This is an optimization exercise on Yosys and OpenROAD, whose aim is small area, a short achievable clock period and few clock cycles per item, not a production implementation. In this exercise RTL edits were held to simulation tests only and were not proved equivalent to the original. Power and IR drop assume default switching activity.

==> flow/design.v <==
module nco_phase_step (
    input  wire        clk,
    input  wire        rst,         
    input  wire        in_valid,
    output wire        in_ready,
    input  wire [63:0] phase_in,
    input  wire [63:0] inc_in,
    output wire        out_valid,
    output reg  [63:0] phase_out,
    output reg  [31:0] p_out
);
    localparam [63:0] NAN64 = 64'h7FF8000000000000;
    localparam [31:0] NAN32 = 32'h7FC00000;
    localparam [53:0] YM1   = {1'b0, 1'b1, 52'h921FB54442D18};    
    localparam [53:0] YM2   = {1'b1, 52'h921FB54442D18, 1'b0};    
    reg         ready_q;
    assign in_ready = ready_q;
    wire accept = in_valid & ready_q;
    wire [10:0] i_ae = phase_in[62:52];
    wire [10:0] i_be = inc_in[62:52];
    wire in_slow = (i_ae >= 11'd1026) | (i_be >= 11'd1026) | (phase_in[63] ^ inc_in[63]);
    wire        i_gth = i_be[10:5] >  i_ae[10:5];
    wire        i_eqh = i_be[10:5] == i_ae[10:5];
    wire        i_gtl = i_be[4:0]  >  i_ae[4:0];
    reg         r0_valid, r0_slow, r0_gth, r0_eqh, r0_gtl;
    reg  [63:0] r0_a, r0_b;
    always @(posedge clk) begin
        r0_valid <= ~rst & accept;
        r0_slow  <= in_slow;
        r0_a     <= phase_in;
        r0_b     <= inc_in;
        r0_gth   <= i_gth;
        r0_eqh   <= i_eqh;
        r0_gtl   <= i_gtl;
    end
    wire [10:0] a_e = r0_a[62:52];
    wire [10:0] b_e = r0_b[62:52];
    wire        swap  = r0_gth | (r0_eqh & r0_gtl);     
    wire [10:0] a_ee = {a_e[10:1], a_e[0] | (a_e[10:1] == 10'd0)};
    wire [10:0] b_ee = {b_e[10:1], b_e[0] | (b_e[10:1] == 10'd0)};
    wire [10:0] d_ab = a_ee - b_ee;
    wire [10:0] d_ba = b_ee - a_ee;
    wire [5:0]  c_ab = (d_ab[10:6] != 5'd0) ? 6'd63 : d_ab[5:0];
    wire [5:0]  c_ba = (d_ba[10:6] != 5'd0) ? 6'd63 : d_ba[5:0];
    wire        equal = r0_b[62:0] == r0_a[62:0];
    wire [62:0] bgo   = swap ? r0_b[62:0] : r0_a[62:0];
    wire [62:0] sml   = swap ? r0_a[62:0] : r0_b[62:0];
    wire        eff_sub = r0_a[63] ^ r0_b[63];
    wire [5:0]  d     = swap ? c_ba : c_ab;
    reg  [55:0] ca;
    integer     lv;
    always @(*) begin
        ca  = {sml[62:52] != 11'd0, sml[51:0], 3'b000};
        for (lv = 3; lv < 6; lv = lv + 1)
            if (d[lv]) ca = ca >> (1 << lv);
    end
    function automatic [7:0] pre_or(input [52:0] m);
        integer k;
        begin
            pre_or[0] = 1'b0;
            for (k = 1; k < 8; k = k + 1)
                pre_or[k] = ({m, 3'b000} & ((56'd1 << (8 * k)) - 56'd1)) != 56'd0;
        end
    endfunction
    wire [7:0] po_a = pre_or({a_e != 11'd0, r0_a[51:0]});
    wire [7:0] po_b = pre_or({b_e != 11'd0, r0_b[51:0]});
    wire [2:0] dk   = d[5:3];
    wire       cst  = swap ? po_a[dk] : po_b[dk];
    reg         r1_valid, r1_nan, r1_slow, r1_sub, r1_zero, r1_s, r1_st;
    reg  [62:0] r1_big;
    reg  [55:0] r1_small;
    reg  [2:0]  r1_d;
    always @(posedge clk) begin
        r1_valid <= ~rst & r0_valid;
        r1_nan   <= (a_e == 11'h7FF) | (b_e == 11'h7FF);
        r1_slow  <= r0_slow;
        r1_sub   <= eff_sub;
        r1_zero  <= eff_sub & equal;
        r1_s     <= swap ? r0_b[63] : r0_a[63];
        r1_big   <= bgo;
        r1_small <= ca;
        r1_st    <= cst;
        r1_d     <= d[2:0];
    end
    wire [10:0] b_bge  = r1_big[62:52];
    wire [55:0] big_x  = {b_bge != 11'd0, r1_big[51:0], 3'b000};
    reg  [55:0] al;
    reg         stk;
    always @(*) begin
        al  = r1_small;
        stk = r1_st;
        for (lv = 0; lv < 3; lv = lv + 1) begin
            if (r1_d[lv]) begin
                stk = stk | ((al & ((56'd1 << (1 << lv)) - 56'd1)) != 56'd0);
                al  = al >> (1 << lv);
            end
        end
    end
    wire [55:0] small_x = {al[55:1], al[0] | stk};
    wire [56:0] raw = r1_sub ? ({1'b0, big_x} - {1'b0, small_x})
                             : ({1'b0, big_x} + {1'b0, small_x});
    reg         r2_valid, r2_nan, r2_slow, r2_zero, r2_s, r2_sub, r2_ee1;
    reg  [56:0] r2_raw;
    reg  [10:0] r2_ee;
    always @(posedge clk) begin
        r2_valid <= ~rst & r1_valid;
        r2_nan   <= r1_nan;
        r2_slow  <= r1_slow;
        r2_zero  <= r1_zero;
        r2_s     <= r1_s & ~r1_zero;
        r2_sub   <= r1_sub;
        r2_raw   <= raw;
        r2_ee    <= (b_bge == 11'd0) ? 11'd1 : b_bge;
        r2_ee1   <= (b_bge[10:1] == 10'd0);
    end
    wire        neg = r2_sub & r2_raw[56];
    reg  [52:0] nm;
    reg         ng, nst;
    reg  [1:0]  nsel;                  
    always @(*) begin
        if (neg) begin
            nm = ~r2_raw[55:3]; ng = 1'b1; nst = 1'b1; nsel = 2'd1;
        end else if (r2_raw[56]) begin
            nm = r2_raw[56:4]; ng = r2_raw[3]; nst = r2_raw[2] | r2_raw[1] | r2_raw[0];
            nsel = 2'd2;
        end else if (r2_raw[55] || r2_ee1) begin
            nm = r2_raw[55:3]; ng = r2_raw[2]; nst = r2_raw[1] | r2_raw[0];
            nsel = 2'd1;
        end else begin
            nm = r2_raw[54:2]; ng = r2_raw[1]; nst = r2_raw[0];
            nsel = 2'd0;
        end
    end
    wire        up   = ng & (nst | nm[0] | neg);
    wire [53:0] rm   = {1'b0, nm} + {53'd0, up};
    wire [52:0] c_m  = {rm[53] | rm[52], rm[51:0]};     
    wire [10:0] e_m1 = r2_ee - 11'd1;
    wire [10:0] e_p1 = r2_ee + 11'd1;
    wire [10:0] e_p2 = r2_ee + 11'd2;
    wire [10:0] e_lo = (nsel == 2'd0) ? e_m1 : (nsel == 2'd1) ? r2_ee : e_p1;
    wire [10:0] e_hi = (nsel == 2'd0) ? r2_ee : (nsel == 2'd1) ? e_p1 : e_p2;
    wire [10:0] c_e  = rm[53] ? e_hi : e_lo;
    function automatic ge_ee(input [10:0] ee, input [1:0] ns, input cy, input [11:0] t);
        reg [3:0] g;
        reg       h0, h1;
        begin
            g[0] = {1'b0, ee} >= t + 12'd1;
            g[1] = {1'b0, ee} >= t;
            g[2] = {1'b0, ee} >= t - 12'd1;
            g[3] = {1'b0, ee} >= t - 12'd2;
            h0 = g[ns];
            h1 = g[ns + 2'd1];
            ge_ee = cy ? h1 : h0;
        end
    endfunction
    wire        c_ovf  = ge_ee(r2_ee, nsel, rm[53], 12'd2047);
    wire        c_ge25 = ge_ee(r2_ee, nsel, rm[53], 12'd1025);
    wire        c_ge26 = ge_ee(r2_ee, nsel, rm[53], 12'd1026);
    wire        c_ge27 = ge_ee(r2_ee, nsel, rm[53], 12'd1027);
    wire        c_gt1  = ge_ee(r2_ee, nsel, rm[53], 12'd2);
    wire        c_nan  = r2_nan | c_ovf;
    wire        c_nc   = r2_slow & ~c_nan & ~r2_zero & ~c_ge25 & c_gt1;
    wire        c_lp   = r2_slow & ~c_nan & ~r2_zero & c_ge27;
    reg         r3_valid, r3_nan, r3_slow, r3_s;
    reg         r3_fm;       
    reg         r3_d26;      
    reg         r3_lp;       
    reg         r3_nc;       
    reg  [10:0] r3_e;
    reg  [52:0] r3_m;
    wire nstep = r3_nc & ~r3_m[52];
    wire loop  = r3_valid & (r3_lp | nstep);
    wire [53:0] x   = (r3_d26 | nstep) ? {r3_m, 1'b0} : {1'b0, r3_m};
    wire [54:0] dx1 = {1'b0, x} - {1'b0, YM1};
    wire [54:0] dx2 = {1'b0, x} - {1'b0, YM2};
    wire [52:0] r   = (r3_fm & ~dx2[54]) ? dx2[52:0] :
                      (r3_fm & ~dx1[54]) ? dx1[52:0] : x[52:0];
    wire e_ge1028 = (r3_e >= 11'd1028);
    always @(posedge clk) begin
        if (loop) begin
            r3_m <= r;
            r3_e <= r3_e - 11'd1;
            r3_lp <= r3_lp & e_ge1028;
            r3_nc <= r3_nc & (r3_e > 11'd2);
        end else begin
            r3_nan  <= c_nan;
            r3_slow <= r2_slow;
            r3_s    <= r2_s ^ neg;
            r3_e    <= r2_zero ? 11'd1 : c_e;
            r3_m    <= c_m;
            r3_fm   <= ~r2_zero & c_ge25;
            r3_d26  <= ~r2_zero & c_ge26;
            r3_lp   <= c_lp;
            r3_nc   <= c_nc;
        end
    end
    wire [10:0] ksub = 11'd897 - r3_e;
    reg         r4_valid, r4_nan, r4_s, r4_fm, r4_sub;
    reg  [52:0] r4_r;
    reg  [10:0] r4_eb;
    reg  [4:0]  r4_ks;
    always @(posedge clk) begin
        r4_valid <= ~rst & r3_valid & ~loop;
        r4_nan   <= r3_nan;
        r4_s     <= r3_s;
        r4_fm    <= r3_fm;
        r4_sub   <= ~r3_fm & ~(r3_m[52] & (r3_e >= 11'd897));
        r4_r     <= r;
        r4_eb    <= r3_fm ? 11'd1025 : r3_e;
        r4_ks    <= (r3_e <= 11'd871) ? 5'd26 : ksub[4:0];
    end
    reg  [5:0]  lzr;
    integer     j;
    always @(*) begin
        lzr = 6'd53;
        for (j = 0; j < 53; j = j + 1)
            if (r4_r[j]) lzr = 6'd52 - j[5:0];
    end
    wire [5:0]  lz = r4_fm ? lzr : 6'd0;
    wire [52:0] mn = r4_r << lz;
    wire [10:0] en = r4_eb - {5'd0, lz};
    wire [63:0] ph = r4_nan ? NAN64 : {r4_s, mn[52] ? en : 11'd0, mn[51:0]};
    reg  [25:0] ts;
    integer     lv2;
    always @(*) begin
        ts = {r4_r[52:29], r4_r[28], r4_r[27:0] != 28'd0};
        for (lv2 = 0; lv2 < 5; lv2 = lv2 + 1) begin
            if (r4_ks[lv2])
                ts = {26'd0, ts} >> (1 << lv2) |
                     {25'd0, (ts & ((26'd1 << (1 << lv2)) - 26'd1)) != 26'd0};
        end
    end
    wire [25:0] tn  = {mn[52:29], mn[28], mn[27:0] != 28'd0};
    wire [25:0] t   = r4_sub ? ts : tn;
    wire [10:0] e32 = en - 11'd896;
    wire [7:0]  ef  = (~r4_sub & mn[52]) ? e32[7:0] : 8'd0;
    wire        nup = t[1] & (t[0] | t[2]);
    wire [30:0] pb  = {ef, t[24:2]} + {30'd0, nup};
    wire [31:0] pn  = r4_nan ? NAN32 : {r4_s, pb};
    reg r5_valid;
    assign out_valid = r5_valid;
    always @(posedge clk) begin
        r5_valid  <= ~rst & r4_valid;
        phase_out <= ph;
        p_out     <= pn;
    end
    always @(posedge clk) begin
        if (rst) begin
            r3_valid <= 1'b0;
            ready_q  <= 1'b1;
        end else begin
            if (!loop) r3_valid <= r2_valid;
            if (accept & in_slow)
                ready_q <= 1'b0;
            else if (r3_valid & r3_slow & ~loop)
                ready_q <= 1'b1;
        end
    end
endmodule
==> flow/run.sh <==
#!/bin/bash
# synth_recipe.tcl (not shown) runs the flow's synth.tcl, then flattens the netlist and writes it again
# the make line also repeats each setting of config.mk as NAME=value (left out here)
make -C /OpenROAD-flow-scripts/flow DESIGN_CONFIG=/design/flow/config.mk WORK_HOME=/design/flow/orfs CLKGATE_MAP_FILE= SYNTH_SCRIPT=/design/flow/synth_recipe.tcl finish
==> flow/config.mk <==
export PLATFORM = sky130hd
export DESIGN_NAME = nco_phase_step
export DESIGN_NICKNAME = nco_phase_step
export VERILOG_FILES = /design/flow/design.v
export SDC_FILE = /design/flow/constraint.sdc
export NUM_CORES = 4
export LEC_CHECK = 0
export CAP_MARGIN = 20
export CORE_MARGIN = 2
export CORE_UTILIZATION = 40
export SLEW_MARGIN = 20
==> flow/constraint.sdc <==
create_clock -name core_clock -period 25.0 [get_ports {clk}]
set_input_delay 5.0000 -clock core_clock [delete_from_list [all_inputs] [get_ports {clk}]]
set_output_delay 5.0000 -clock core_clock [all_outputs]
set_load 0.01 [all_outputs]
==> flow_metrics.py, run 1 <==
metrics = {
    "cells_and_area": {
        "layout-drive-gt1-share_pct": 7.22,
        "design_area_um2": 45600,
        "area_growth_pct": 13.5,
        "fin_nets": 5472,
        "nFillCells": 10100,
        "postLayoutCoreUtil_pct": 45.7,
        "fin_cells": 6523,
    },
    "synthesis": {
        "yosys_most_used_dff": "dfxtp_1",
        "synth_commonest_cells": "694 x nand2_1, 575 x dfxtp_1, 417 x nor2_1",
        "yosysTopAreaCell": "dfxtp_1",
        "ys_seq_area_share_pct": 29.0,
        "synthTopCellsByArea": "dfxtp_1 29%, nand2_1 6.5%, mux2i_1 5.3%",
        "synth_top_cell_area_share_pct": 28.6,
        "synth.most_common_cell": "nand2_1",
        "syn_avg_cell_area_um2": 7.83,
        "ys_ff_latch": 580,
        "synthDistinctLibCells": 108,
        "synth_nets": 5434,
        "async_flop_share_pct": 0,
        "synth-edff-count": 5,
        "syn_inst": 5132,
        "synth_warnings": 1,
        "syn_area_um2": 40200,
    },
    "worst_setup_path": {
        "cp.depth": 18,
        "endpoint": "p_out[24]",
        "setup.worst_path.start": "r4_r[51]",
        "crit_fanout": 59,
        "cp_data_arrival_time_ns": 7.34,
        "rr_startpoint": "r4_r[51]",
        "cp_cell_sequence": "nor3b_1 > and2_1 > o21ai_1 > nor2_4 > buf_4 > inv_2 > buf_4 > nand2_1 > o2111ai_1 > a22oi_1 > a41oi_1 > nor2b_1 > ha_1 > and2_1 > nand4b_1 > or4_4 > or4b_1 > a31o_1",
        "worst-r2r-setup-slack_ns": 18.19,
        "cpLargestDelayFamily": "simple AND/OR/NAND/NOR gates",
        "cp.required_ns": 25.53,
        "r2r_cells": 18,
        "r2r-end": "p_out[24]",
        "slowest_stage": "or4_4",
        "cp-end-kind": "register",
        "cpPeakStageDelay_ns": 0.59,
        "cp_num_buf_inv": 3,
        "crit_type": "reg2reg",
        "startpoint_type": "register",
    },
    "clock_network": {
        "cts_htree_levels": 3,
        "clock_path_buffers": 3,
        "cts-resized-gates": 0,
        "postCtsHoldBufs": 0,
        "cts_setup_buffers": 0,
        "cts_sinks": 580,
        "path_clk_slew_ns": 0.06,
        "clk_latency_ns": 0.65,
        "cts_buffers": 68,
        "cts_tree": "yes",
        "cts_root_buf": "clkbuf_16",
    },
    "drt": {
        "wire_per_inst_um": 22.4,
        "post-route-drc-count": 0,
        "first_iter_violations": 4546,
        "antenna_left": 0,
        "dr.pass1.iters": 8,
        "drt-total-wl_mm": 146,
        "vias": 39200,
        "viasPerCell": 6.01,
    },
    "run": {
        "drv_cap": 0,
    },
    "grt": {
        "met1_usage_pct": 34.9,
        "grt_util_met2_pct": 45.3,
        "use_met3_pct": 3.51,
        "grt_util_all_layers_pct": 27.6,
        "grt_pass1_wl_mm": 223,
        "grt_start_max_net_pins": 112,
        "grt.busiest_layer": "met2",
        "grt_pass1_vias": 37300,
        "globalRouteOverflowTotal": 0,
        "antenna_found_initial": 2,
    },
    "power_and_ir_drop": {
        "ir_drop_mv": 0.0603,
        "p_leak_nw": 18.6,
        "powerDensity_nw_per_um2": 110,
    },
    "floorplanning": {
        "die_w_um": 321,
        "dieArea_um2": 103000,
        "core-area_um2": 99900,
        "start_util_pct": 40.3,
        "boundaryPins": 229,
        "die_y_um": 321,
        "row_count": 116,
    },
    "sta": {
        "fin_worst_skew_ns": 0.0299,
        "finalSetupViolCount": 0,
        "whs_ns": 0.326,
        "finalHoldViolations": 0,
        "tns_ns": 0,
        "worstMarginPinSlew_ns": 1.24,
        "slew_violations": 0,
        "rsz0062_at_grt": "false",
        "max_clock_freq_mhz": 147,
        "fin_crit_sh_pct": 27.2,
        "fin_crit_ns": 6.81,
        "maxSlewHeadroom_pct": 16.8,
    },
    "hold_path": {
        "hold_path_class": "reg2reg",
        "hold_start": "r1_slow",
    },
    "place": {
        "gp_congestion": 1.02,
        "numPortBuffers": 228,
        "dp_cells": 6396,
        "dpl_cell_area_um2": 43200,
        "dp.final_hpwl_mm": 114,
    },
    "run_status": {
        "status": "finished clean",
    },
}
==> registers in the layout, summed over array words and instances, names as in the netlist, 3 cells and up <==
| name | count |
|---|---|
| r4_r | 53 |
| r2_ee | 11 |
| r1_d | 3 |
| r0_b | 64 |
| r4_eb | 11 |
| r2_raw | 57 |
| r3_m | 53 |
| phase_out | 64 |
| r1_small | 56 |
| r1_big | 63 |
| r0_a | 64 |
| r3_e | 11 |
| p_out | 31 |
| r4_ks | 5 |
==> routing by layer <==
layer	routed length (um)	up-vias
met3	9690	389
met1	60100	18400
met4	9550	0
li1	-	18600
met2	67100	1790
met5	0	-
==> worst reg2reg max path, cell delays in order, from the launching register on <==
cell and delay (ns):
dfxtp_1 0.40, nor3b_1 0.57, and2_1 0.31, o21ai_1 0.25
nor2_4 0.14, buf_4 0.55, inv_2 0.37, buf_4 0.40
nand2_1 0.41, o2111ai_1 0.45, a22oi_1 0.42, a41oi_1 0.26
nor2b_1 0.18, ha_1 0.17, and2_1 0.19, nand4b_1 0.32
or4_4 0.59, or4b_1 0.52, a31o_1 0.21
==> worst min-delay path by stage <==
| stage | depth (start not counted) | endpoint |
|---|---|---|
| 4_1_cts | 0 | r1_slow |
| 5_1_grt | 0 | r1_slow |
| 3_3_place_gp | 0 | r2_nan |
| 3_5_place_dp | 0 | r1_slow |
| 6_report | 0 | r2_slow |
| 2_1_floorplan | 0 | r1_slow |
==> logic make-up after synthesis <==
family | count (synthesis) | share of synthesized area, %
flops | 580 | 29.0
fa+ha+maj | 171 | 5.40
simple gates | 1865 | 21.6
buf+inv | 542 | 5.42
xor+xnor | 242 | 5.27
compound gates | 1391 | 22.2
mux | 341 | 11.1
==> cell type report <==
class	count	area (um^2)	share of cell area (%)
Antenna cell	1	2.50	0.00548
Multi-Input combinational cell	4010	26400	57.9
Clock inverter	32	409	0.897
Timing Repair Buffer	283	2700	5.91
Inverter	227	852	1.87
Clock buffer	92	1950	4.26
Tap cell	1298	1620	3.56
Sequential cell	580	11700	25.6
==> stage by stage <==
| stage | setup WS, ns | total power [W] |
|---|---|---|
| 6_report | 18.19 | 0.00504 |
| 5_1_grt | 17.88 | 0.00532 |
| 4_1_cts | 18.41 | 0.00499 |
| 3_5_place_dp | 18.19 | 0.00394 |
| 3_3_place_gp | 18.13 | 0.00393 |
| 2_1_floorplan | 18.79 | 0.00303 |
==> cell usage in the layout, fill, tap and decap left out, drive strengths merged, types with 18 or more instances in the layout <==
cell type        n
nand2          695
dfxtp          575
nor2           421
o21ai          399
a21oi          343
inv            231
clkdlybuf4s50  228
mux2i          215
ha             167
nand3          160
xnor2          157
nor3           132
clkbuf          93
xor2            85
nor4            84
mux4            78
a31oi           62
nor2b           60
nand4           55
buf             54
and2            54
a21o            53
a211oi          51
o22ai           49
mux2            48
nand2b          47
o21a            44
and3            40
a22oi           38
o211ai          33
or3             29
o31ai           27
a21boi          27
o21bai          24
or2             24
or4             22
a221oi          20
o221ai          19
a2111oi         18
clkinv          18
==> power breakdown <==
group	switching (W)	internal (W)	leakage [nW]	total (W)
combinational	0.00157	0.000952	12.6	0.00253
clock	0.000417	0.000617	1.15	0.00103
sequential	0.000306	0.00117	4.87	0.00148
total	0.00230	0.00274	18.6	0.00504
Testbench counts, summed over its fixed seeds: cycles 3,248, items 3,200.
==> run 2: changes to the inputs <==
--- a/flow/design.v
+++ b/flow/design.v
@@ -55,4 +55,6 @@
             if (d[lv]) ca = ca >> (1 << lv);
     end
+    wire [55:0] ca4 = d[2] ? {4'd0, ca[55:4]} : ca;
+    wire        cs4 = d[2] & (ca[3:0] != 4'd0);
     function automatic [7:0] pre_or(input [52:0] m);
         integer k;
@@ -66,9 +68,9 @@
     wire [7:0] po_b = pre_or({b_e != 11'd0, r0_b[51:0]});
     wire [2:0] dk   = d[5:3];
-    wire       cst  = swap ? po_a[dk] : po_b[dk];
+    wire       cst  = (swap ? po_a[dk] : po_b[dk]) | cs4;
     reg         r1_valid, r1_nan, r1_slow, r1_sub, r1_zero, r1_s, r1_st;
     reg  [62:0] r1_big;
     reg  [55:0] r1_small;
-    reg  [2:0]  r1_d;
+    reg  [1:0]  r1_d;
     always @(posedge clk) begin
         r1_valid <= ~rst & r0_valid;
@@ -79,7 +81,7 @@
         r1_s     <= swap ? r0_b[63] : r0_a[63];
         r1_big   <= bgo;
-        r1_small <= ca;
+        r1_small <= ca4;
         r1_st    <= cst;
-        r1_d     <= d[2:0];
+        r1_d     <= d[1:0];
     end
     wire [10:0] b_bge  = r1_big[62:52];
@@ -90,5 +92,5 @@
         al  = r1_small;
         stk = r1_st;
-        for (lv = 0; lv < 3; lv = lv + 1) begin
+        for (lv = 0; lv < 2; lv = lv + 1) begin
             if (r1_d[lv]) begin
                 stk = stk | ((al & ((56'd1 << (1 << lv)) - 56'd1)) != 56'd0);
==> run 2 against run 1 <==
Sequential share of layout area decreased by 0.36 points. Synthesized cell count grew 3.3%. Core utilization fell by 0.17 points. Register-to-register slack got worse by 0.67 ns. Die area grew 1.5%. Via count grew 1.1%. Clock-buffer cell count down 4. Largest cell class unchanged. Highest routed layer is now met5.
==> flow_metrics.py, run 2 <==
metrics = {
    "run_status": {
        "status": "finished clean",
    },
    "synthesis": {
        "synthDistinctLibCells": 109,
        "yosysTopAreaCell": "dfxtp_1",
        "synth_top_cell_area_share_pct": 28.2,
        "synth_warnings": 1,
        "yosys_most_used_dff": "dfxtp_1",
        "ys_ff_latch": 579,
        "synth.most_common_cell": "nand2_1",
        "async_flop_share_pct": 0,
        "syn_area_um2": 40800,
        "syn_inst": 5302,
        "synth_nets": 5604,
        "syn_avg_cell_area_um2": 7.69,
        "ys_seq_area_share_pct": 28.5,
        "synthTopCellsByArea": "dfxtp_1 28%, nand2_1 6.8%, mux2i_1 5.9%",
        "synth_commonest_cells": "742 x nand2_1, 574 x dfxtp_1, 472 x nor2_1",
        "synth-edff-count": 5,
    },
    "cells_and_area": {
        "reg.largest.list": "phase_out: 64 flops, r0_a: 64 flops, r0_b: 64 flops",
        "antenna_cells": 0,
        "fin_nets": 5625,
        "final_common_cell": "nand2_1",
        "layout-drive-gt1-share_pct": 8.49,
        "fin_cells": 6740,
        "final_cell_mix": "740 x nand2_1, 569 x dfxtp_1, 469 x nor2_1, 350 x a21oi_1, 340 x o21ai_0",
        "area_growth_pct": 13.2,
        "postLayoutCoreUtil_pct": 45.5,
    },
    "power_and_ir_drop": {
        "ir_drop_mv": 0.0583,
        "p_leak_nw": 19.0,
        "powerDensity_nw_per_um2": 115,
    },
    "floorplanning": {
        "die_w_um": 323,
        "core-area_um2": 101000,
        "start_util_pct": 40.2,
        "dieArea_um2": 105000,
        "die_y_um": 323,
        "row_count": 117,
        "boundaryPins": 229,
    },
    "grt": {
        "grt_pass1_wl_mm": 226,
        "antenna_found_initial": 8,
        "grt_util_all_layers_pct": 27.7,
        "grt_start_max_net_pins": 86,
        "grt_pass1_vias": 37700,
        "globalRouteOverflowTotal": 0,
    },
    "sta": {
        "maxSlewHeadroom_pct": 20.5,
        "slew_violations": 0,
        "fin_crit_sh_pct": 29.9,
        "max_clock_freq_mhz": 134,
        "whs_ns": 0.322,
        "fin_crit_ns": 7.48,
        "tns_ns": 0,
        "rsz0062_at_grt": "false",
        "finalHoldViolations": 0,
        "worstMarginPinSlew_ns": 1.19,
        "fin_worst_skew_ns": 0.0290,
        "finalSetupViolCount": 0,
    },
    "clock_network": {
        "cts_sinks": 579,
        "cts-resized-gates": 0,
        "cts_tree": "yes",
        "cts_buffers": 66,
        "cts_setup_buffers": 0,
        "cts_htree_levels": 3,
        "clk_latency_ns": 0.63,
        "clock_path_buffers": 3,
        "postCtsHoldBufs": 0,
        "path_clk_slew_ns": 0.07,
        "cts_root_buf": "clkbuf_16",
    },
    "worst_setup_path": {
        "crit_fanout": 49,
        "startpoint_type": "register",
        "crit_type": "reg2reg",
        "setup.worst_path.start": "r4_r[20]",
        "cp-end-kind": "register",
        "cp_data_arrival_time_ns": 8.05,
        "cp.required_ns": 25.57,
        "rr_startpoint": "r4_r[20]",
    },
    "drt": {
        "dr.pass1.iters": 6,
        "vias": 39600,
        "drt-total-wl_mm": 149,
        "first_iter_violations": 3889,
        "post-route-drc-count": 0,
        "viasPerCell": 5.88,
        "wire_per_inst_um": 22.1,
        "antenna_left": 0,
    },
    "place": {
        "numPortBuffers": 228,
        "gp_congestion": 1.04,
        "dp.final_hpwl_mm": 116,
        "dp_cells": 6622,
    },
    "hold_path": {
        "hold_path_class": "reg2reg",
        "hold_start": "r1_nan",
    },
    "run": {
        "drv_cap": 0,
    },
}
run 2: cells by family after synthesis:
family / share of synthesized area, %
AOI/OAI and AO/OA: 22.2
DFF: 28.5
muxes: 11.0
xor gates and xnor gates: 5.37
buffers and inverters: 5.26
adders and majority gates: 5.32
and+or+nand+nor: 22.3
run 2: final timing paths:
kind / end / slack, ns / cells past startpoint
max: p_out[30] / 17.52 / 18
max reg2reg: p_out[30] / 17.52 / 18
min reg2reg: r2_nan / 0.32 / 0
min: r2_nan / 0.32 / 0
run 2: through the flow:
stage                     setup slack [ns]  area, um^2  power, W
after global routing                 17.01       46200   0.00561
after CTS                            17.73       46200   0.00528
after global placement               17.91       44000   0.00427
final                                17.52       46200   0.00532
after detailed placement             17.76       44000   0.00427
after floorplan                      18.79       40800   0.00326
run 2: report_power, final:
group	total, W	internal (W)	switching (W)	leakage [nW]
combinational	0.00282	0.00109	0.00172	13.0
clock	0.000994	0.000583	0.000411	1.08
sequential	0.00151	0.00120	0.000312	4.87
run 2: critical path, stage by stage, from the launching register on:
cell and delay, ns:
dfxtp_1 0.38, nor4_1 0.69, o2111ai_1 0.31, a211oi_2 0.55
or2_4 0.55, clkinv_2 0.81, mux2i_1 0.36, mux2_2 0.35
mux2_2 0.26, a211oi_1 0.63, a32oi_1 0.23, nor2_1 0.17
ha_1 0.19, and3_1 0.15, a41o_1 0.23, or4b_4 0.51
or3_1 0.35, or4_1 0.51, nand3_1 0.09
run 2: per-layer routing:
layer / global-route usage [%] / wire length (um)
met1: 33.6 / 60600
met2: 46.9 / 69800
met3: 4.31 / 9510
met4: 15.0 / 9020
met5: 0 / 41
run 2: cell type report:
class,instances,area [um^2]
Fill cell,10200,55300
Multi-Input combinational cell,4170,27100
Tap cell,1368,1710
Clock buffer,88,1870
Clock inverter,29,347
Timing Repair Buffer,283,2700
Sequential cell,579,11600
Inverter,223,838
Testbench counts of run 2, summed over its fixed seeds: cycles 3,248, items 3,200.
==> run 3: changes to the inputs <==
--- a/flow/design.v
+++ b/flow/design.v
@@ -43,5 +43,4 @@
     wire [5:0]  c_ab = (d_ab[10:6] != 5'd0) ? 6'd63 : d_ab[5:0];
     wire [5:0]  c_ba = (d_ba[10:6] != 5'd0) ? 6'd63 : d_ba[5:0];
-    wire        equal = r0_b[62:0] == r0_a[62:0];
     wire [62:0] bgo   = swap ? r0_b[62:0] : r0_a[62:0];
     wire [62:0] sml   = swap ? r0_a[62:0] : r0_b[62:0];
@@ -55,6 +54,4 @@
             if (d[lv]) ca = ca >> (1 << lv);
     end
-    wire [55:0] ca4 = d[2] ? {4'd0, ca[55:4]} : ca;
-    wire        cs4 = d[2] & (ca[3:0] != 4'd0);
     function automatic [7:0] pre_or(input [52:0] m);
         integer k;
@@ -68,9 +65,9 @@
     wire [7:0] po_b = pre_or({b_e != 11'd0, r0_b[51:0]});
     wire [2:0] dk   = d[5:3];
-    wire       cst  = (swap ? po_a[dk] : po_b[dk]) | cs4;
-    reg         r1_valid, r1_nan, r1_slow, r1_sub, r1_zero, r1_s, r1_st;
+    wire       cst  = swap ? po_a[dk] : po_b[dk];
+    reg         r1_valid, r1_nan, r1_slow, r1_sub, r1_s, r1_st;
     reg  [62:0] r1_big;
     reg  [55:0] r1_small;
-    reg  [1:0]  r1_d;
+    reg  [2:0]  r1_d;
     always @(posedge clk) begin
         r1_valid <= ~rst & r0_valid;
@@ -78,10 +75,9 @@
         r1_slow  <= r0_slow;
         r1_sub   <= eff_sub;
-        r1_zero  <= eff_sub & equal;
         r1_s     <= swap ? r0_b[63] : r0_a[63];
         r1_big   <= bgo;
-        r1_small <= ca4;
+        r1_small <= ca;
         r1_st    <= cst;
-        r1_d     <= d[1:0];
+        r1_d     <= d[2:0];
     end
     wire [10:0] b_bge  = r1_big[62:52];
@@ -92,5 +88,5 @@
         al  = r1_small;
         stk = r1_st;
-        for (lv = 0; lv < 2; lv = lv + 1) begin
+        for (lv = 0; lv < 3; lv = lv + 1) begin
             if (r1_d[lv]) begin
                 stk = stk | ((al & ((56'd1 << (1 << lv)) - 56'd1)) != 56'd0);
@@ -102,5 +98,5 @@
     wire [56:0] raw = r1_sub ? ({1'b0, big_x} - {1'b0, small_x})
                              : ({1'b0, big_x} + {1'b0, small_x});
-    reg         r2_valid, r2_nan, r2_slow, r2_zero, r2_s, r2_sub, r2_ee1;
+    reg         r2_valid, r2_nan, r2_slow, r2_s, r2_sub, r2_ee1;
     reg  [56:0] r2_raw;
     reg  [10:0] r2_ee;
@@ -109,6 +105,5 @@
         r2_nan   <= r1_nan;
         r2_slow  <= r1_slow;
-        r2_zero  <= r1_zero;
-        r2_s     <= r1_s & ~r1_zero;
+        r2_s     <= r1_s;
         r2_sub   <= r1_sub;
         r2_raw   <= raw;
@@ -117,4 +112,5 @@
     end
     wire        neg = r2_sub & r2_raw[56];
+    wire        r2_zero = r2_sub & (r2_raw == 57'd0);
     reg  [52:0] nm;
     reg         ng, nst;
@@ -188,5 +184,5 @@
             r3_nan  <= c_nan;
             r3_slow <= r2_slow;
-            r3_s    <= r2_s ^ neg;
+            r3_s    <= (r2_s ^ neg) & ~r2_zero;
             r3_e    <= r2_zero ? 11'd1 : c_e;
             r3_m    <= c_m;
@@ -212,11 +208,27 @@
         r4_ks    <= (r3_e <= 11'd871) ? 5'd26 : ksub[4:0];
     end
-    reg  [5:0]  lzr;
-    integer     j;
-    always @(*) begin
-        lzr = 6'd53;
-        for (j = 0; j < 53; j = j + 1)
-            if (r4_r[j]) lzr = 6'd52 - j[5:0];
-    end
+    function automatic [6:0] lzc64(input [63:0] v);
+        reg [1:0] c2 [0:31];
+        reg [2:0] c4 [0:15];
+        reg [3:0] c8 [0:7];
+        reg [4:0] c16 [0:3];
+        reg [5:0] c32 [0:1];
+        integer i;
+        begin
+            for (i = 0; i < 32; i = i + 1)
+                c2[i] = v[2*i+1] ? 2'd0 : v[2*i] ? 2'd1 : 2'd2;
+            for (i = 0; i < 16; i = i + 1)
+                c4[i] = c2[2*i+1][1] ? {1'b0, c2[2*i]} + 3'd2 : {1'b0, c2[2*i+1]};
+            for (i = 0; i < 8; i = i + 1)
+                c8[i] = c4[2*i+1][2] ? {1'b0, c4[2*i]} + 4'd4 : {1'b0, c4[2*i+1]};
+            for (i = 0; i < 4; i = i + 1)
+                c16[i] = c8[2*i+1][3] ? {1'b0, c8[2*i]} + 5'd8 : {1'b0, c8[2*i+1]};
+            for (i = 0; i < 2; i = i + 1)
+                c32[i] = c16[2*i+1][4] ? {1'b0, c16[2*i]} + 6'd16 : {1'b0, c16[2*i+1]};
+            lzc64 = c32[1][5] ? {1'b0, c32[0]} + 7'd32 : {1'b0, c32[1]};
+        end
+    endfunction
+    wire [6:0]  lzf = lzc64({r4_r, 11'h7FF});
+    wire [5:0]  lzr = lzf[5:0];
     wire [5:0]  lz = r4_fm ? lzr : 6'd0;
     wire [52:0] mn = r4_r << lz;
--- a/flow/config.mk
+++ b/flow/config.mk
@@ -8,4 +8,4 @@
 export CAP_MARGIN = 20
 export CORE_MARGIN = 2
-export CORE_UTILIZATION = 40
+export CORE_UTILIZATION = 60
 export SLEW_MARGIN = 20
==> run 3 against run 2 <==
Flip-flop and latch count is 1 lower. Total power is 5.0% lower. Clock-buffer cell count is 12 lower. Final area is 3.0% lower. Largest cell class unchanged. Largest power group unchanged.
==> flow_metrics.py, run 3 <==
metrics = {
    "synthesis": {
        "synth_nets": 5369,
        "muxShareOfSynthArea_pct": 13.0,
        "synth.most_common_cell": "nand2_1",
        "syn_inst": 5067,
        "synthTopCellsByArea": "dfxtp_1 28%, nand2_1 6.4%, mux2i_1 6.2%",
        "synth_top_cell_area_share_pct": 28.5,
        "synth_top_family_by_area": "simple AND/OR/NAND/NOR gates",
        "synth_xor_area_share_pct": 4.41,
        "yosysTopAreaCell": "dfxtp_1",
        "synth_commonest_cells": "689 x nand2_1, 573 x dfxtp_1, 428 x nor2_1",
        "ys_ff_latch": 578,
        "ys_seq_area_share_pct": 28.9,
        "synth-simple-area-share_pct": 21.5,
        "syn_avg_cell_area_um2": 7.95,
        "async_flop_share_pct": 0,
        "synth_compound_area_share_pct": 21.4,
        "synth-edff-count": 5,
        "yosys.area_share.adder_pct": 5.39,
        "synthDistinctLibCells": 111,
        "syn_area_um2": 40300,
        "synth_warnings": 6,
        "yosys_most_used_dff": "dfxtp_1",
    },
    "worst_setup_path": {
        "crit_type": "reg2reg",
        "slowest_stage": "a21oi_1",
        "crit_fanout": 64,
        "cp_data_arrival_time_ns": 8.14,
        "cpLargestDelayFamily": "simple AND/OR/NAND/NOR gates",
        "r2r-end": "p_out[30]",
        "r2r_cells": 16,
        "cp_cell_sequence": "nor4_1 > nand2_1 > nor2_1 > a21oi_1 > a21oi_4 > buf_4 > inv_6 > mux2_2 > a32oi_1 > nor3_1 > a21oi_1 > a21oi_1 > nand2_1 > or4_1 > a211o_1 > a211o_1",
        "cpPeakStageDelay_ns": 0.94,
        "cp.required_ns": 25.53,
        "cp_num_buf_inv": 2,
        "cp-end-kind": "register",
        "rr_startpoint": "r4_r[42]",
        "cp.depth": 16,
        "worst-r2r-setup-slack_ns": 17.39,
        "startpoint_type": "register",
        "cp_common_cell": "a21oi_1",
    },
    "run_status": {
        "status": "finished clean",
    },
    "cells_and_area": {
        "layout-drive-gt1-share_pct": 7.83,
        "final_cell_mix": "688 x nand2_1, 567 x dfxtp_1, 426 x nor2_1, 356 x a21oi_1, 285 x o21ai_0",
        "fin_nets": 5375,
        "multiInputGateArea_um2": 26500,
        "design_area_um2": 44800,
        "area_growth_pct": 11.2,
        "nFillCells": 5743,
        "seq_area_um2": 11600,
        "antenna_cells": 0,
        "fin_cells": 5984,
        "reg.largest.list": "phase_out: 64 flops, r0_a: 64 flops, r0_b: 64 flops",
        "final_common_cell": "nand2_1",
    },
    "grt": {
        "grt_start_max_net_pins": 105,
        "globalRouteOverflowTotal": 0,
        "grt_util_all_layers_pct": 36.6,
        "antenna_found_initial": 1,
        "grt_pass1_vias": 35600,
        "grt_pass1_wl_mm": 204,
    },
    "drt": {
        "wire_per_inst_um": 22.2,
        "vias": 39000,
        "antenna_left": 0,
        "dr.pass1.iters": 8,
        "viasPerCell": 6.52,
        "drt-total-wl_mm": 133,
        "post-route-drc-count": 0,
        "first_iter_violations": 4793,
    },
    "sta": {
        "worstMarginPinSlew_ns": 1.08,
        "rsz0062_at_grt": "false",
        "fin_crit_sh_pct": 30.4,
        "max_clock_freq_mhz": 131,
        "fin_crit_ns": 7.61,
        "fin_worst_skew_ns": 0.0284,
        "tns_ns": 0,
        "finalHoldViolations": 0,
        "finalSetupViolCount": 0,
        "slew_violations": 0,
        "fin_ws_ns": 17.39,
        "whs_ns": 0.326,
        "maxSlewHeadroom_pct": 27.5,
    },
    "clock_network": {
        "cts_sinks": 578,
        "cts_root_buf": "clkbuf_16",
        "cts_tree": "yes",
        "cts_htree_levels": 2,
        "cts-resized-gates": 0,
        "clock_path_buffers": 3,
        "cts_setup_buffers": 0,
        "path_clk_slew_ns": 0.06,
        "cts_buffers": 57,
        "clk_latency_ns": 0.64,
        "postCtsHoldBufs": 0,
    },
    "place": {
        "dp_cells": 5876,
        "dpl_cell_area_um2": 42700,
        "dp.final_hpwl_mm": 102,
        "gp_congestion": 1.00,
        "numPortBuffers": 228,
        "post-place-ws_ns": 17.71,
    },
    "power_and_ir_drop": {
        "p_leak_nw": 18.9,
        "ir_drop_mv": 0.0687,
        "powerDensity_nw_per_um2": 113,
    },
    "hold_path": {
        "min_to": "r1_slow",
        "hold_start": "r0_slow",
        "hold_path_class": "reg2reg",
        "worstHoldPathCells": 0,
    },
    "floorplanning": {
        "start_util_pct": 60.9,
        "die_y_um": 263,
        "row_count": 94,
        "dieArea_um2": 69200,
        "die_w_um": 263,
        "core-area_um2": 66100,
        "boundaryPins": 229,
    },
    "run": {
        "drv_cap": 0,
    },
}
[run 3: changes by cell type after synthesis, moves of 15 or more]
cell / change
a22oi_1: -15
and2_1: +15
clkbuf_1: -21
mux2_2: -69
mux4_2: +64
nand2_1: -53
nand3_1: +17
nor2_1: -44
nor3_1: -15
o21ai_0: -57
or2_2: -42
xnor2_1: -35
[run 3: metal layers]
metal	up-vias	global-route usage [%]	wire (um)
met5	-	0	12
met4	2	18.9	7690
met3	423	5.06	10200
met2	2052	60.0	61500
met1	18200	47.1	53400
li1	18300	-	-
[run 3: worst register-to-register path, cell delays in order (launching register included)]
cell and delay (ns):
dfxtp_1 0.40, nor4_1 0.75, nand2_1 0.33, nor2_1 0.91
a21oi_1 0.30, a21oi_4 0.19, buf_4 0.67, inv_6 0.44
mux2_2 0.37, a32oi_1 0.16, nor3_1 0.24, a21oi_1 0.13
a21oi_1 0.94, nand2_1 0.44, or4_1 0.69, a211o_1 0.29
a211o_1 0.26
[run 3: area by class of cell]
cell class	count	area share (%)
multi-input cells	3935	59.3
flip-flops and latches	578	26.0
repair buffers	272	5.83
clock buffers	76	3.70
well taps	864	2.41
inverters	229	1.93
clock inverters	30	0.886
[run 3: worst max path at each step]
stage / start / slack [ns] / endpoint
floorplan: phase_in[53] / 18.95 / r0_gtl
global placement: r4_r[42] / 17.88 / p_out[30]
detailed placement: r4_r[49] / 17.71 / p_out[30]
CTS: r4_r[49] / 17.66 / p_out[30]
global route: r4_r[42] / 16.93 / p_out[29]
finish: r4_r[42] / 17.39 / p_out[30]
[run 3: stage by stage]
step                total power, W  utilization [%]
global placement           0.00404             64.6
CTS                        0.00498             67.7
floorplan                  0.00313                -
global route               0.00528             67.8
detailed placement         0.00405             64.6
finish                     0.00506             67.8
[run 3: cell families (layout without fill, tap and decap cells)]
family                     Yosys count  in the layout
AOI/OAI and AO/OA                 1323           1323
DFF                                578            578
xor gates and xnor gates           203            203
muxes                              409            409
buffers and inverters              554            607
adders and majority gates          171            171
and+or+nand+nor                   1829           1829
[run 3: report_power, final]
part | total [W] | switching, W | internal (W)
clock | 0.000926 | 0.000383 | 0.000543
combinational | 0.00264 | 0.00164 | 0.00101
sequential | 0.00149 | 0.000305 | 0.00118
total | 0.00506 | 0.00232 | 0.00273
Testbench counts of run 3, summed over its fixed seeds: cycles 3,248, items 3,200.
==> run 4: changes to the inputs <==
--- a/flow/config.mk
+++ b/flow/config.mk
@@ -8,4 +8,4 @@
 export CAP_MARGIN = 20
 export CORE_MARGIN = 2
-export CORE_UTILIZATION = 60
+export CORE_UTILIZATION = 70
 export SLEW_MARGIN = 20
==> run 4 against run 3 <==
Combinational power hardly changed. Maximum frequency is 0.99% higher. Critical path depth stayed put. Via count is 5.1% higher. Flip-flop and latch count stayed put. Sequential share of layout area is 0.12 points higher.
==> flow_metrics.py, run 4 <==
metrics = {
    "run_status": {
        "status": "finished clean",
    },
    "worst_setup_path": {
        "startpoint_type": "register",
        "cp.required_ns": 25.52,
        "cp_cell_sequence": "nor4_2 > nand3_1 > nor2_1 > a21oi_1 > a21oi_4 > buf_4 > inv_6 > mux2_2 > a32oi_1 > nor3_1 > a21oi_1 > a21oi_1 > nand2_1 > or4_1 > a211o_1 > a211o_1",
        "cp_data_arrival_time_ns": 8.05,
        "slowest_stage": "nor2_1",
        "cp-end-kind": "register",
        "cp_common_cell": "a21oi_1",
        "crit_type": "reg2reg",
        "cpPeakStageDelay_ns": 0.95,
        "crit_fanout": 64,
    },
    "clock_network": {
        "cts_setup_buffers": 0,
        "cts_tree": "yes",
        "path_clk_slew_ns": 0.07,
        "clk_latency_ns": 0.66,
        "cts_htree_levels": 2,
        "cts_buffers": 56,
        "cts_sinks": 578,
        "clock_path_buffers": 3,
        "postCtsHoldBufs": 0,
        "cts-resized-gates": 0,
        "cts_root_buf": "clkbuf_16",
    },
    "power_and_ir_drop": {
        "sequentialPowerShare_pct": 29.8,
        "comb_power_share_pct": 52.2,
        "pwr-share-clk_pct": 18.0,
        "p_sw_share_pct": 46.3,
        "p_sw_w": 0.00234,
        "powerDensity_nw_per_um2": 113,
        "internal_power_w": 0.00271,
        "p_leak_nw": 18.8,
        "ir_drop_mv": 0.0965,
    },
    "drt": {
        "drt-total-wl_mm": 140,
        "first_iter_violations": 5834,
        "vias": 41000,
        "wire_per_inst_um": 23.8,
        "post-route-drc-count": 0,
        "antenna_left": 0,
        "viasPerCell": 6.98,
        "dr.pass1.iters": 14,
    },
    "synthesis": {
        "synth_warnings": 6,
        "synth_top_family_by_area": "simple AND/OR/NAND/NOR gates",
        "synthDistinctLibCells": 111,
        "synth_xor_area_share_pct": 4.41,
        "synth_compound_area_share_pct": 21.4,
        "yosys_most_used_dff": "dfxtp_1",
        "ys_ff_latch": 578,
        "synth_top_cell_area_share_pct": 28.5,
        "syn_area_um2": 40300,
        "synth_commonest_cells": "689 x nand2_1, 573 x dfxtp_1, 428 x nor2_1",
        "syn_inst": 5067,
        "yosys.area_share.adder_pct": 5.39,
        "synth_nets": 5369,
        "async_flop_share_pct": 0,
        "ys_seq_area_share_pct": 28.9,
        "synth.most_common_cell": "nand2_1",
        "synth-simple-area-share_pct": 21.5,
        "muxShareOfSynthArea_pct": 13.0,
        "synth-edff-count": 5,
        "synthTopCellsByArea": "dfxtp_1 28%, nand2_1 6.4%, mux2i_1 6.2%",
        "syn_avg_cell_area_um2": 7.95,
        "yosysTopAreaCell": "dfxtp_1",
    },
    "cells_and_area": {
        "reg.largest.list": "phase_out: 64 flops, r0_a: 64 flops, r0_b: 64 flops",
        "final_cell_mix": "688 x nand2_1, 567 x dfxtp_1, 426 x nor2_1, 356 x a21oi_1, 285 x o21ai_0",
        "postLayoutCoreUtil_pct": 78.7,
        "area_growth_pct": 10.7,
        "nFillCells": 3853,
        "fin_nets": 5369,
        "multiInputGateArea_um2": 26500,
        "final_common_cell": "nand2_1",
        "layout-drive-gt1-share_pct": 7.63,
        "seq_area_um2": 11600,
    },
    "sta": {
        "finalSetupViolCount": 0,
        "slew_violations": 0,
        "worstMarginPinSlew_ns": 1.11,
        "fin_worst_skew_ns": 0.0480,
        "tns_ns": 0,
        "fin_crit_ns": 7.54,
        "maxSlewHeadroom_pct": 25.9,
        "rsz0062_at_grt": "false",
        "max_clock_freq_mhz": 133,
        "fin_crit_sh_pct": 30.1,
        "finalHoldViolations": 0,
    },
    "grt": {
        "antenna_found_initial": 4,
        "grt_pass1_wl_mm": 217,
        "globalRouteOverflowTotal": 0,
        "grt_start_max_net_pins": 105,
        "grt_util_all_layers_pct": 45.5,
        "grt_pass1_vias": 38500,
    },
    "place": {
        "dp.final_hpwl_mm": 102,
        "numPortBuffers": 228,
        "gp_congestion": 1.05,
    },
    "hold_path": {
        "hold_path_class": "reg2reg",
    },
    "floorplanning": {
        "core-area_um2": 56600,
        "boundaryPins": 229,
        "die_w_um": 244,
        "start_util_pct": 71.2,
        "dieArea_um2": 59500,
        "row_count": 87,
        "die_y_um": 244,
    },
    "run": {
        "drv_cap": 0,
    },
}
-- run 4: cell counts after synthesis --
No cell type changed its count.
-- run 4: worst max-delay path: cells and delay by family, from the launching register on --
family | cells | cell delay [ns]
buf+inv | 2 | 1.11
compound gates | 7 | 2.16
flops | 1 | 0.39
mux | 1 | 0.34
simple gates | 6 | 3.34
-- run 4: logic make-up after synthesis --
kind of cell | after synthesis
AOI/OAI and AO/OA | 1323
xor gates and xnor gates | 203
adders and majority gates | 171
buffers and inverters | 554
DFF | 578
muxes | 409
and+or+nand+nor | 1829
-- run 4: final cells by class --
type                       count  area share [%]
antenna                        3          0.0168
timing repair buffer         267            5.77
sequential                   578            26.1
clock buffer                  83            3.80
multi-input combinational   3935            59.6
inverter                     229            1.94
tap                          756            2.12
clock inverter                22           0.696
-- run 4: worst paths after layout --
path | from | to | slack (ns) | cells past startpoint
setup reg to reg | r4_r[50] | p_out[30] | 17.46 | 16
hold reg to reg | r1_s | r2_s | 0.33 | 0
setup / recovery | r4_r[50] | p_out[30] | 17.46 | 16
hold / removal | r1_s | r2_s | 0.33 | 0
-- run 4: layer usage --
layer  GRT usage (%)  wire (um)
met5               0         54
met4            31.9      12100
met3            8.66      14500
met2            75.1      63700
met1            53.3      49300
-- run 4: through the flow --
stage / cells / power (W) / hold slack, ns / setup slack [ns] / cell area (um^2)
global placement: 5763 / 0.00397 / 0.311 / 17.97 / 42500
global route: 5870 / 0.00526 / 0.332 / 17.09 / 44600
finish: 5873 / 0.00505 / 0.328 / 17.46 / 44600
detailed placement: 5763 / 0.00401 / 0.312 / 17.86 / 42500
floorplan: 5067 / 0.00313 / 0.310 / 18.95 / 40300
CTS: 5868 / 0.00493 / 0.327 / 17.82 / 44500
-- run 4: power by group through the flow --
stage / logic, W / clock network [W] / registers [W]
floorplan: 0.00175 / 0 / 0.00138
detailed placement: 0.00251 / 0 / 0.00150
global route: 0.00279 / 0.000947 / 0.00153
finish: 0.00264 / 0.000912 / 0.00150
CTS: 0.00253 / 0.000909 / 0.00149
global placement: 0.00249 / 0 / 0.00149
==> run 5: changes to the inputs <==
--- a/flow/design.v
+++ b/flow/design.v
@@ -232,5 +232,10 @@
     wire [5:0]  lzr = lzf[5:0];
     wire [5:0]  lz = r4_fm ? lzr : 6'd0;
-    wire [52:0] mn = r4_r << lz;
+    wire [52:0] sh32 = lz[5] ? {r4_r[20:0], 32'd0} : r4_r;
+    wire [52:0] sh16 = lz[4] ? {sh32[36:0], 16'd0} : sh32;
+    wire [52:0] sh8  = lz[3] ? {sh16[44:0], 8'd0}  : sh16;
+    wire [52:0] sh4  = lz[2] ? {sh8[48:0], 4'd0}   : sh8;
+    wire [52:0] sh2  = lz[1] ? {sh4[50:0], 2'd0}   : sh4;
+    wire [52:0] mn   = lz[0] ? {sh2[51:0], 1'd0}   : sh2;
     wire [10:0] en = r4_eb - {5'd0, lz};
     wire [63:0] ph = r4_nan ? NAN64 : {r4_s, mn[52] ? en : 11'd0, mn[51:0]};
--- a/flow/config.mk
+++ b/flow/config.mk
@@ -8,4 +8,4 @@
 export CAP_MARGIN = 20
 export CORE_MARGIN = 2
-export CORE_UTILIZATION = 70
+export CORE_UTILIZATION = 60
 export SLEW_MARGIN = 20
==> run 5 against run 4 <==
Wire length decreased by 2.4%. Clock-buffer cell count fell by 3. Total power up 3.1%. Critical path type unchanged.
==> flow_metrics.py, run 5 <==
metrics = {
    "synthesis": {
        "syn_avg_cell_area_um2": 7.86,
        "synth_nets": 5483,
        "synth.most_common_cell": "nand2_1",
        "async_flop_share_pct": 0,
        "syn_area_um2": 40700,
        "synth_top_cell_area_share_pct": 28.2,
        "synth_warnings": 6,
        "synthTopCellsByArea": "dfxtp_1 28%, mux2i_1 6.1%, nand2_1 5.6%",
        "synth-edff-count": 5,
        "yosysTopAreaCell": "dfxtp_1",
        "synthDistinctLibCells": 106,
        "ys_ff_latch": 578,
        "yosys_most_used_dff": "dfxtp_1",
        "ys_seq_area_share_pct": 28.5,
        "synth_commonest_cells": "609 x nand2_1, 573 x dfxtp_1, 435 x a21oi_1",
        "syn_inst": 5181,
    },
    "drt": {
        "dr.pass1.iters": 10,
        "wire_per_inst_um": 22.4,
        "vias": 39700,
        "first_iter_violations": 4507,
        "drt-total-wl_mm": 136,
        "viasPerCell": 6.53,
        "post-route-drc-count": 0,
        "antenna_left": 0,
    },
    "sta": {
        "fin_worst_skew_ns": 0.0286,
        "fin_crit_ns": 6.65,
        "fin_ws_ns": 18.35,
        "rsz0062_at_grt": "false",
        "worstMarginPinSlew_ns": 1.08,
        "slew_violations": 0,
        "tns_ns": 0,
        "maxSlewHeadroom_pct": 27.7,
        "finalSetupViolCount": 0,
        "fin_crit_sh_pct": 26.6,
        "finalHoldViolations": 0,
        "max_clock_freq_mhz": 150,
    },
    "worst_setup_path": {
        "crit_fanout": 26,
        "worst-r2r-setup-slack_ns": 18.35,
        "cp-end-kind": "register",
        "setup.worst_path.start": "r4_r[52]",
        "rr_startpoint": "r4_r[52]",
        "cp.required_ns": 25.60,
        "startpoint_type": "register",
        "r2r_cells": 16,
        "cp_data_arrival_time_ns": 7.25,
        "r2r-end": "p_out[26]",
        "crit_type": "reg2reg",
    },
    "clock_network": {
        "cts-resized-gates": 0,
        "clock_path_buffers": 3,
        "cts_buffers": 60,
        "cts_tree": "yes",
        "postCtsHoldBufs": 0,
        "cts_root_buf": "clkbuf_16",
        "cts_setup_buffers": 0,
        "clk_latency_ns": 0.68,
        "path_clk_slew_ns": 0.06,
        "cts_htree_levels": 2,
        "cts_sinks": 578,
    },
    "grt": {
        "grt_pass1_wl_mm": 211,
        "grt_pass1_vias": 37100,
        "antenna_found_initial": 2,
        "globalRouteOverflowTotal": 0,
        "grt_util_all_layers_pct": 37.7,
        "grt_start_max_net_pins": 92,
    },
    "cells_and_area": {
        "fin_nets": 5461,
        "postLayoutCoreUtil_pct": 67.4,
        "design_area_um2": 45300,
        "final_common_cell": "nand2_1",
        "layout-drive-gt1-share_pct": 7.83,
        "reg.largest.list": "phase_out: 64 flops, r0_a: 64 flops, r0_b: 64 flops",
        "multiInputGateArea_um2": 26900,
        "final_cell_mix": "607 x nand2_1, 566 x dfxtp_1, 433 x a21oi_1, 417 x nor2_1, 342 x o21ai_0",
        "area_growth_pct": 11.2,
        "seq_area_um2": 11600,
        "nFillCells": 5766,
    },
    "floorplanning": {
        "die_w_um": 265,
        "row_count": 95,
        "core-area_um2": 67200,
        "dieArea_um2": 70000,
        "start_util_pct": 60.7,
        "boundaryPins": 229,
        "die_y_um": 265,
    },
    "place": {
        "dpl_cell_area_um2": 43100,
        "dp.final_hpwl_mm": 103,
        "numPortBuffers": 228,
        "gp_congestion": 1.01,
        "post-place-ws_ns": 18.31,
    },
    "run": {
        "drv_cap": 0,
    },
    "hold_path": {
        "hold_start": "r1_nan",
        "min_to": "r2_nan",
        "hold_path_class": "reg2reg",
        "worstHoldPathCells": 0,
    },
    "power_and_ir_drop": {
        "ir_drop_mv": 0.0653,
        "p_leak_nw": 18.3,
        "powerDensity_nw_per_um2": 115,
    },
    "run_status": {
        "status": "finished clean",
    },
}
==> run 5: worst max-delay path: stages, from the launching register on <==
cell and delay, ns:
dfxtp_1 0.39, nor3b_1 0.55, and3_1 0.90, nand2_1 0.75, o31ai_1 0.73, o21a_1 0.19
mux2i_1 0.12, mux4_2 0.57, o31ai_1 0.27, ha_1 0.18, inv_1 0.09, nor4b_1 0.39
o21ai_1 0.33, nor3_2 0.38, nand4b_2 0.21, or4_1 0.44, nand3_1 0.09
==> run 5: per-layer routing <==
metal,global-route usage (%),part of all wire [%]
met1,46.8,39
met2,62.3,46
met3,5.58,7.6
met4,22.4,6.6
met5,0,0.0066
==> run 5: power by group <==
part / leakage [nW] / switching [W] / internal [W]
clock network: 1.07 / 0.000402 / 0.000575
registers: 4.86 / 0.000420 / 0.00120
logic: 12.4 / 0.00158 / 0.00103
total: 18.3 / 0.00240 / 0.00281
==> run 5: layout make-up <==
type,count,area share [%]
repair buffers,277,5.85
well taps,873,2.41
flip-flops and latches,578,25.7
clock inverters,33,1.06
diodes,2,0.0110
inverters,218,1.81
multi-input cells,4024,59.4
clock buffers,80,3.82
==> run 5: per-stage QoR <==
stage,std cells,power (W),hold slack (ns)
after CTS,6083,0.00513,0.330
after global placement,5970,0.00413,0.311
after floorplan,5181,0.00324,0.310
after detailed placement,5970,0.00414,0.314
final,6085,0.00521,0.326
after global routing,6083,0.00548,0.345
==> run 5: worst max path at each step <==
stage | end | slack (ns) | cells past startpoint
3_3_place_gp | r0_gtl | 18.29 | 9
2_1_floorplan | r0_gtl | 18.95 | 8
4_1_cts | in_ready | 18.35 | 1
5_1_grt | p_out[26] | 17.95 | 16
3_5_place_dp | r0_gtl | 18.31 | 9
6_report | p_out[26] | 18.35 | 16
==> run 5: cells by family (layout without fill, tap and decap cells) <==
| logic type | Yosys count | after routing | synth area share, % |
|---|---|---|---|
| and+or+nand+nor | 1779 | 1779 | 21.0 |
| AOI/OAI and AO/OA | 1470 | 1470 | 23.2 |
| buffers and inverters | 579 | 608 | 5.63 |
| DFF | 578 | 578 | 28.5 |
| muxes | 392 | 392 | 11.8 |
| xor gates and xnor gates | 212 | 212 | 4.56 |
| adders and majority gates | 171 | 171 | 5.33 |
| other | 0 | 2 | 0 |
Testbench counts of run 5, summed over its fixed seeds: cycles 3,248, items 3,200.
==> run 6: changes to the inputs <==
==> flow/flow/run.sh (new file) <==
#!/bin/bash
# The standard layout with two changes: buf_4 cells as the port buffers
# in place of the cell the resizer picks by default, and the resizer's
# setup repair asked to keep 19 ns of slack, which it would otherwise not
# try for at this clock period. The make output goes to standard.log; each
# ORFS step keeps its own log under orfs/logs/.
set -euo pipefail
bash standard.sh "BUFFER_PORTS_ARGS=-buffer_cell sky130_fd_sc_hd__buf_4" \
    SETUP_SLACK_MARGIN=19 finish > standard.log 2>&1
==> flow/standard.sh (new file) <==
#!/bin/bash
# synth_recipe.tcl (not shown) runs the flow's synth.tcl, then flattens the netlist and writes it again
# the make line also repeats each setting of config.mk as NAME=value (left out here)
make -C /OpenROAD-flow-scripts/flow DESIGN_CONFIG=/design/flow/config.mk WORK_HOME=/design/flow/orfs CLKGATE_MAP_FILE= SYNTH_SCRIPT=/design/flow/synth_recipe.tcl "${@:-finish}"
removed: flow/run.sh
==> run 6 against run 5 <==
Still clean. Sequential power is 3% higher. Wire length is 0.87% higher. Total power is 0.63% higher. Clock skew is 0.012 ns lower. Maximum frequency is 8.0% higher. Global-route usage is 0.053 points lower. Largest cell class unchanged.
==> flow_metrics.py, run 6 <==
metrics = {
    "drt": {
        "drt-total-wl_mm": 137,
        "post-route-drc-count": 0,
        "antenna_left": 0,
        "vias": 40000,
        "wire_per_inst_um": 22.5,
        "first_iter_violations": 4983,
        "viasPerCell": 6.56,
        "dr.pass1.iters": 9,
    },
    "power_and_ir_drop": {
        "p_leak_nw": 18.7,
        "powerDensity_nw_per_um2": 115,
        "total_power_w": 0.00524,
        "ir_drop_mv": 0.0634,
    },
    "worst_setup_path": {
        "cpPeakStageDelay_ns": 0.39,
        "startpoint_type": "register",
        "cp_data_arrival_time_ns": 1.16,
        "r2r-end": "r3_m[38]",
        "cp-end-kind": "primary output",
        "crit_fanout": 1,
        "setup.worst_path.start": "phase_out[62]",
        "rr_startpoint": "r3_d26",
        "cp_cell_sequence": "buf_6",
        "cp.required_ns": 20.00,
        "slowest_stage": "dfxtp_4",
        "cp.depth": 1,
        "worst-r2r-setup-slack_ns": 19.14,
        "r2r_cells": 18,
        "crit_type": "reg2out",
        "endpoint": "phase_out[62]",
        "cpLargestDelayFamily": "flip-flops",
        "cp_num_buf_inv": 1,
    },
    "floorplanning": {
        "row_count": 95,
        "start_util_pct": 60.7,
        "dieArea_um2": 70000,
        "boundaryPins": 229,
        "die_w_um": 265,
        "die_y_um": 265,
        "core-area_um2": 67200,
    },
    "synthesis": {
        "syn_area_um2": 40700,
        "synth_warnings": 6,
        "synth_top_cell_area_share_pct": 28.2,
        "syn_avg_cell_area_um2": 7.86,
        "synth_nets": 5483,
        "syn_inst": 5181,
        "yosysTopAreaCell": "dfxtp_1",
        "async_flop_share_pct": 0,
        "synth.most_common_cell": "nand2_1",
        "ys_seq_area_share_pct": 28.5,
        "yosys_most_used_dff": "dfxtp_1",
        "synth-edff-count": 5,
        "synthDistinctLibCells": 106,
        "ys_ff_latch": 578,
        "synthTopCellsByArea": "dfxtp_1 28%, mux2i_1 6.1%, nand2_1 5.6%",
        "synth_commonest_cells": "609 x nand2_1, 573 x dfxtp_1, 435 x a21oi_1",
    },
    "cells_and_area": {
        "fin_cells": 6097,
        "fin_nets": 5477,
        "antenna_cells": 0,
        "area_growth_pct": 11.6,
        "layout-drive-gt1-share_pct": 14.6,
        "final_cell_mix": "605 x nand2_1, 473 x dfxtp_1, 433 x a21oi_1, 417 x nor2_1, 339 x o21ai_0",
        "reg.largest.list": "phase_out: 64 flops, r0_a: 64 flops, r0_b: 64 flops",
        "final_common_cell": "nand2_1",
    },
    "clock_network": {
        "clk_latency_ns": 0.67,
        "cts_tree": "yes",
        "cts_buffers": 61,
        "cts_root_buf": "clkbuf_16",
        "cts_htree_levels": 2,
        "path_clk_slew_ns": 0.06,
        "cts_sinks": 578,
        "clock_path_buffers": 3,
    },
    "run": {
        "drv_cap": 0,
    },
    "grt": {
        "grt_pass1_vias": 36700,
        "antenna_found_initial": 1,
        "grt_pass1_wl_mm": 210,
        "globalRouteOverflowTotal": 0,
        "grt_util_all_layers_pct": 37.6,
        "grt_util_met2_pct": 61.5,
        "met1_usage_pct": 46.8,
        "grt.busiest_layer": "met2",
        "use_met3_pct": 5.43,
        "grt_start_max_net_pins": 100,
    },
    "sta": {
        "max_clock_freq_mhz": 162,
        "slew_violations": 0,
        "tns_ns": 0,
        "maxSlewHeadroom_pct": 20.2,
        "worstMarginPinSlew_ns": 1.17,
        "finalSetupViolCount": 0,
        "fin_worst_skew_ns": 0.0166,
        "fin_crit_sh_pct": 24.6,
        "fin_crit_ns": 6.16,
        "finalHoldViolations": 0,
        "rsz0062_at_grt": "true",
        "fin_ws_ns": 18.84,
    },
    "place": {
        "dp.final_hpwl_mm": 103,
        "post-place-ws_ns": 18.54,
        "dp_cells": 5971,
        "numPortBuffers": 228,
        "gp_congestion": 1.04,
    },
    "hold_path": {
        "hold_path_class": "reg2reg",
    },
    "run_status": {
        "status": "finished clean",
    },
}
==> run 6: cell counts after synthesis <==
Identical to the previous run, type by type.
==> run 6: layout make-up <==
cell class              instances  area, um^2
clock inverters                35         439
flip-flops and latches        578       11800
multi-input cells            4026       27100
inverters                     218         850
fillers                      5788       21700
well taps                     873        1090
repair buffers                290        2580
clock buffers                  77        1690
==> run 6: worst min path at each step <==
stage                       start      end  slack, ns  cells past startpoint
after floorplan           r0_slow  r1_slow       0.31                      0
after global placement    r1_slow  r2_slow       0.31                      0
after detailed placement   r1_nan   r2_nan       0.31                      0
after CTS                  r1_nan   r2_nan       0.33                      0
after global routing      r1_slow  r2_slow       0.33                      0
final                      r1_nan   r2_nan       0.33                      0
==> run 6: cell families (layout without fill, tap and decap cells) <==
group / after synthesis / in the layout / synth area share, %
xor+xnor: 212 / 212 / 4.56
buf+inv: 579 / 620 / 5.63
fa+ha+maj: 171 / 171 / 5.33
simple gates: 1779 / 1780 / 21.0
mux: 392 / 392 / 11.8
compound gates: 1470 / 1471 / 23.2
flops: 578 / 578 / 28.5
==> run 6: worst reg2reg max path, cell delays in order (launching register included) <==
cell and delay (ns):
edfxtp_1 0.74, clkinv_2 0.44, nand2_2 0.13, buf_4 0.36
a21o_1 0.29, ha_1 0.24, nor3_1 0.07, nor3_1 0.15
o221ai_1 0.22, o211ai_1 0.43, a21o_1 0.21, a22oi_1 0.19
a211oi_4 0.64, buf_4 0.42, o211ai_1 0.19, o21ai_1 0.33
a31oi_1 0.15, a311o_1 0.37, a21o_1 0.18
==> run 6: routing by layer <==
layer | vias up | wire, um
met5 | - | 12
met4 | 2 | 9740
met3 | 475 | 11100
met2 | 2214 | 62900
met1 | 18600 | 53600
li1 | 18700 | -
==> run 6: power breakdown <==
part           leakage [nW]  total [W]  internal (W)  switching (W)
logic                  12.8    0.00262       0.00105        0.00157
clock network          1.02   0.000951      0.000546       0.000405
registers              4.87    0.00167       0.00122       0.000454
total                  18.7    0.00524       0.00281        0.00243
==> run 6: repair_timing <==
action,CTS,global route
buffers inserted,2,10
cloned,0,2
gates resized for setup,177,63
setup endpoints to repair,115,193
pin swaps,0,5
hold buffers,0,0
==> run 6: stage by stage <==
step	hold WS [ns]	area, um^2	util (%)
3_5_place_dp	0.315	42500	63.3
6_report	0.328	45500	67.7
5_1_grt	0.335	45500	67.7
2_1_floorplan	0.310	40700	-
4_1_cts	0.330	45200	67.3
3_3_place_gp	0.312	42500	63.3

## port drivers added, routing unchanged
No port has a modelled driver above. Below, the same layouts with a new extraction and two added sets of constraints.
Step 1 (the two cells are an assumption about what drives the block):
set clk [get_ports {clk}]
set_driving_cell -lib_cell sky130_fd_sc_hd__clkbuf_16 $clk
set_driving_cell -lib_cell sky130_fd_sc_hd__buf_2 [delete_from_list [all_inputs] $clk]
Step 2 adds t to the input delays and takes it off the output delays; t is the mean of the earliest and latest rising clock arrival at the registers after step 1. Input paths then give back, and output paths get back, about the clock's delay inside the block.
Three values: ideal ports, drivers, drivers and shift; two values: the first two.
run | shift t [ns] | setup slack, ns | worst setup path at the end | worst slew at a driven data input, ns | cell pins on the clock port's net
run 1 | 0.708 | 18.191 / 18.191 / 18.148 | input to register | 0.07 | 1
run 2 | 0.686 | 17.524 / 17.524 / 17.524 | register to register | 0.09 | 1
run 3 | 0.700 | 17.390 / 17.390 / 17.390 | register to register | 0.07 | 1
run 4 | 0.710 | 17.464 / 17.464 / 17.464 | register to register | 0.07 | 1
run 5 | 0.731 | 18.349 / 18.315 / 18.294 | input to register | 0.05 | 1
run 6 | 0.732 | 18.840 / 18.771 / 18.816 | input to register | 0.07 | 1
After both steps setup and hold are still met in every run listed. The setup slack of run 5, which loses most, moves by -0.034 ns with the drivers and by -0.055 ns with both steps.
